Source: an optimization exercise on an open RTL-to-GDS flow (aim: small area, a short achievable clock period and few clock cycles). Production flows keep margins and buffers that such runs may drop. At most, simulation tests tie the RTL to the original design; equivalence was not proved. Power is estimated from default activity; no workload was simulated.

Setup of rev 12:
Design rce_codec, start of the top module:
module rce_codec (
    input  wire        clk,
    input  wire        rst,         
    input  wire        start,
    input  wire [31:0] cmd,
    input  wire [4:0]  ilen,
    input  wire        ib_we,
    input  wire [3:0]  ib_addr,
    input  wire [7:0]  ib_wdata,
    input  wire [6:0]  ob_addr,
    output wire [7:0]  ob_rdata,
    output wire        busy,
    output reg         done,
    output reg  [2:0]  err,
    output reg  [7:0]  olen,
    output reg  [7:0]  errchar,
    output reg  [3:0]  errpos
);
For scale: about 4800 cells after synthesis, about 750 flip-flops, roughly 93 I/O pins, roughly 0.050 mm2 of cells after synthesis.
export LEC_CHECK = 0
export CAP_MARGIN = 20
export CORE_MARGIN = 2
export CORE_UTILIZATION = 40
export PLACE_DENSITY = 0.6
export SETUP_SLACK_MARGIN = 5
export SLEW_MARGIN = 20
create_clock -name core_clock -period 12.0 [get_ports {clk}]
run.sh (not shown) runs the stock make flow with config.mk's settings and CLKGATE_MAP_FILE= SYNTH_SCRIPT=/design/flow/synth_recipe.tcl, a recipe that flattens the netlist after the stock synthesis.
Testbench counts of rev 12, summed over its fixed seeds: cycles 17,113.
> inputs changed (rev 12 -> rev 13)
--- a/flow/design.v
+++ b/flow/design.v
@@ -386,21 +386,14 @@
             t_de = dec_step(fr[g] ? 4'd0 : r[g][3:0], sin[g], bse, bse3);
             sq[g]  = is_dec ? t_de[10:4] : {3'd0, t_en[10:7]};
             srn[g] = is_dec ? {3'd0, t_de[3:0]} : t_en[6:0];
         end
     end
     wire        lq_z   = (sq[NS-1] == 7'd0);
     wire        l_zero = allz[NS-1] && lq_z;        
-    reg         s_end0;
-    integer     y;
-    always @(*) begin
-        s_end0 = 1'b0;
-        for (y = 0; y < NS; y = y + 1)
-            if (sv[y] && sl[y] && allz[y] && (sq[y] == 7'd0) && (!is_dec || (y % 2 == 1))) s_end0 = 1'b1;
-    end
     wire [4:0]  l_ff   = allz[NS-1] ? pe[NS-1] : fnew;
     wire        seq_n   = s0_go && !s0_last;
     wire        rs_n    = !seq_n && (!allz[NS-1] || fin_rdy);
     wire        go_n    = seq_n || rs_n;
     wire [4:0]  e_n     = (state == S_PRE) ? z_e :
                           seq_n ? s0_e + 5'd1 : (!allz[NS-1] ? fnew : fin_f);
     wire        last_n  = ({1'b0, e_n} == ln - 6'd1);
@@ -625,15 +618,15 @@
                 if (bad_c) begin
                     err     <= ERR_CHAR;
                     errchar <= e_ib;
                     errpos  <= s0_e[3:0];
                     olen    <= 8'd0;
                     done    <= 1'b1;
                     state   <= S_IDLE;
-                end else if (s_end0) begin
+                end else if (l_end && l_zero) begin
                     state <= S_FLU;
                 end
             end
             S_FLU: begin
                 cnt <= cnt_n;
                 if (zleft == 5'd0) begin
                     olen  <= cnt_n;
==> comparison <==
Rev 13 vs rev 12, cell with the largest stage delay on the worst path: o32a_1 vs or3b_4
Compared with rev 12, in rev 13 placed wire-length estimate after detailed placement decreased 5.7%; met3 usage went down.
[compare] base=rev 12 new=rev 13: internal power component closely matched the old numbers, total vias in the final route decreased by 1233 relative to the old numbers, clock network fraction of total power closely matched the old numbers.
Area after synthesis came out lower on rev 13 than on rev 12.
Rev 13: non-clock buffer count is 57 lower than what rev 12 reported.
Both conditions hold for rev 13: the flow ran to the end and the final layout passed the timing, DRC and antenna checks.
Summary of rev 13 over rev 12: full die area dropped 0.0024 mm2; number of clock buffers in the layout dropped 13; routed wire length dropped 5.1%; critical path depth dropped 2.
No functional check of the RTL was part of rev 13.

--- another note on this design; it stands on its own ---

Design rce_codec, start of the top module:
module rce_codec (
    input  wire        clk,
    input  wire        rst,         
    input  wire        start,
    input  wire [31:0] cmd,
    input  wire [4:0]  ilen,
    input  wire        ib_we,
    input  wire [3:0]  ib_addr,
    input  wire [7:0]  ib_wdata,
    input  wire [6:0]  ob_addr,
    output wire [7:0]  ob_rdata,
    output wire        busy,
    output reg         done,
    output reg  [2:0]  err,
    output reg  [7:0]  olen,
    output reg  [7:0]  errchar,
    output reg  [3:0]  errpos
);
For scale: ~4600 cells after synthesis, ~740 flip-flops, roughly 93 I/O pins, roughly 48000 um2 of cells after synthesis.
Settings: LEC_CHECK=0, CAP_MARGIN=20, CORE_MARGIN=2, CORE_UTILIZATION=40, PLACE_DENSITY=0.6, SETUP_SLACK_MARGIN=3.5, SLEW_MARGIN=20; clock period 12.0 ns.
run.sh (not shown) runs the stock make flow with config.mk's settings and CLKGATE_MAP_FILE= SYNTH_SCRIPT=/design/flow/synth_recipe.tcl, a recipe that flattens the netlist after the stock synthesis.
Testbench counts at the start, summed over its fixed seeds: cycles 16,898.
Edit:
- SETUP_SLACK_MARGIN: 3.5 -> 2
After rerunning: Non-clock buffer count shrinks by 45. Clock power shrinks by a few percent. Sequential power is about the same. Via count shrinks slightly. Count of clock-buffer cells in the layout shrinks by 3. Setup slack degrades by 1400 ps. Power shrinks slightly. Final area shrinks by a few percent. Critical path depth grows by 2. Utilization shrinks by 0.98 points.


rce_codec, a different RTL version from the one above (not shown whole).
Size: about 4300 cells after synthesis, about 690 flip-flops.
## rce_codec
module rce_codec (
    input  wire        clk,
    input  wire        rst,         
    input  wire        start,
    input  wire [31:0] cmd,
    input  wire [4:0]  ilen,
    input  wire        ib_we,
    input  wire [3:0]  ib_addr,
    input  wire [7:0]  ib_wdata,
    input  wire [6:0]  ob_addr,
    output wire [7:0]  ob_rdata,
    output wire        busy,
    output reg         done,
    output reg  [2:0]  err,
    output reg  [7:0]  olen,
    output reg  [7:0]  errchar,
    output reg  [3:0]  errpos
);
Settings: LEC_CHECK=0, CAP_MARGIN=20, CORE_MARGIN=2, CORE_UTILIZATION=55, CTS_BUF_LIST=sky130_fd_sc_hd__clkbuf_4 sky130_fd_sc_hd__clkbuf_8, PLACE_DENSITY=0.7, SETUP_SLACK_MARGIN=4.5, SLEW_MARGIN=20; clock period 12.0 ns.
The baseline finished clean.
Testbench counts at the start, summed over its fixed seeds: cycles 17,230.
Change:
--- a/flow/config.mk
+++ b/flow/config.mk
@@ -13 +13 @@
-export SETUP_SLACK_MARGIN = 4.5
+export SETUP_SLACK_MARGIN = 4.3
@@ -14,0 +15 @@
+export TNS_END_PERCENT = 5
=> Wire length went down by about 1.2%; critical path depth went up by 2; hold slack barely changes; combinational power went down by about 2%; register-to-register slack gets worse by 0.20 ns; clock power hardly moves; non-clock buffer count went down by 39; via count went down by about 0.9%; global-route usage went down by 0.30 points.
Change:
--- a/flow/config.mk
+++ b/flow/config.mk
@@ -13 +13 @@
-export SETUP_SLACK_MARGIN = 4.3
+export SETUP_SLACK_MARGIN = 4.2
@@ -15 +14,0 @@
-export TNS_END_PERCENT = 5
Die area stays the same.
Setup slack improved by 0.0075 ns.
Count of clock-buffer cells in the layout stays the same.
Utilization is about the same.
Critical path depth came out lower by 2.
Power hardly moves.

-- afterwards: timing with drivers on the ports --
How much do the figures lean on ideal ports? The routed layouts below were timed once more, with nothing changed but the port constraints.
Step 1, drivers: a clkbuf_16 drives clk and a buf_2 each remaining input, both assumed.
Step 2 adds t to the input delays and takes it off the output delays; t is the mean of the earliest and latest rising clock arrival at the registers after step 1. Input paths then give back, and output paths get back, about the clock's delay inside the block.
Three values: no drivers, after step 1, after step 2; two values: the first two.
run | t, ns | slack for setup (ns) | worst hold slack (ns) | pins driven straight from the clock port
rev 12 | 0.758 | 4.296 / 4.241 / 4.241 | 0.417 / 0.417 / 0.417 | 1
rev 13 | 0.724 | 4.467 / 4.419 / 4.419 | 0.418 / 0.418 / 0.418 | 1
the first run of note 2 | 0.757 | 3.696 / 3.676 / 3.325 | 0.416 / 0.416 / 0.416 | 1
the second run of note 2 | 0.750 | 2.282 / 2.257 / 2.257 | 0.419 / 0.419 / 0.419 | 1
the first run of note 3 | 0.796 | 4.430 / 4.365 / 4.365 | 0.410 / 0.410 / 0.410 | 1
the second run of note 3 | 0.796 | 4.243 / 4.212 / 4.212 | 0.410 / 0.410 / 0.410 | 1
the third run of note 3 | 0.794 | 4.251 / 4.225 / 4.225 | 0.411 / 0.411 / 0.411 | 1
After both steps setup and hold are still met in every run listed. The setup slack of the first run of note 2, which loses most, moves by -0.020 ns with the drivers and by -0.371 ns with both steps.
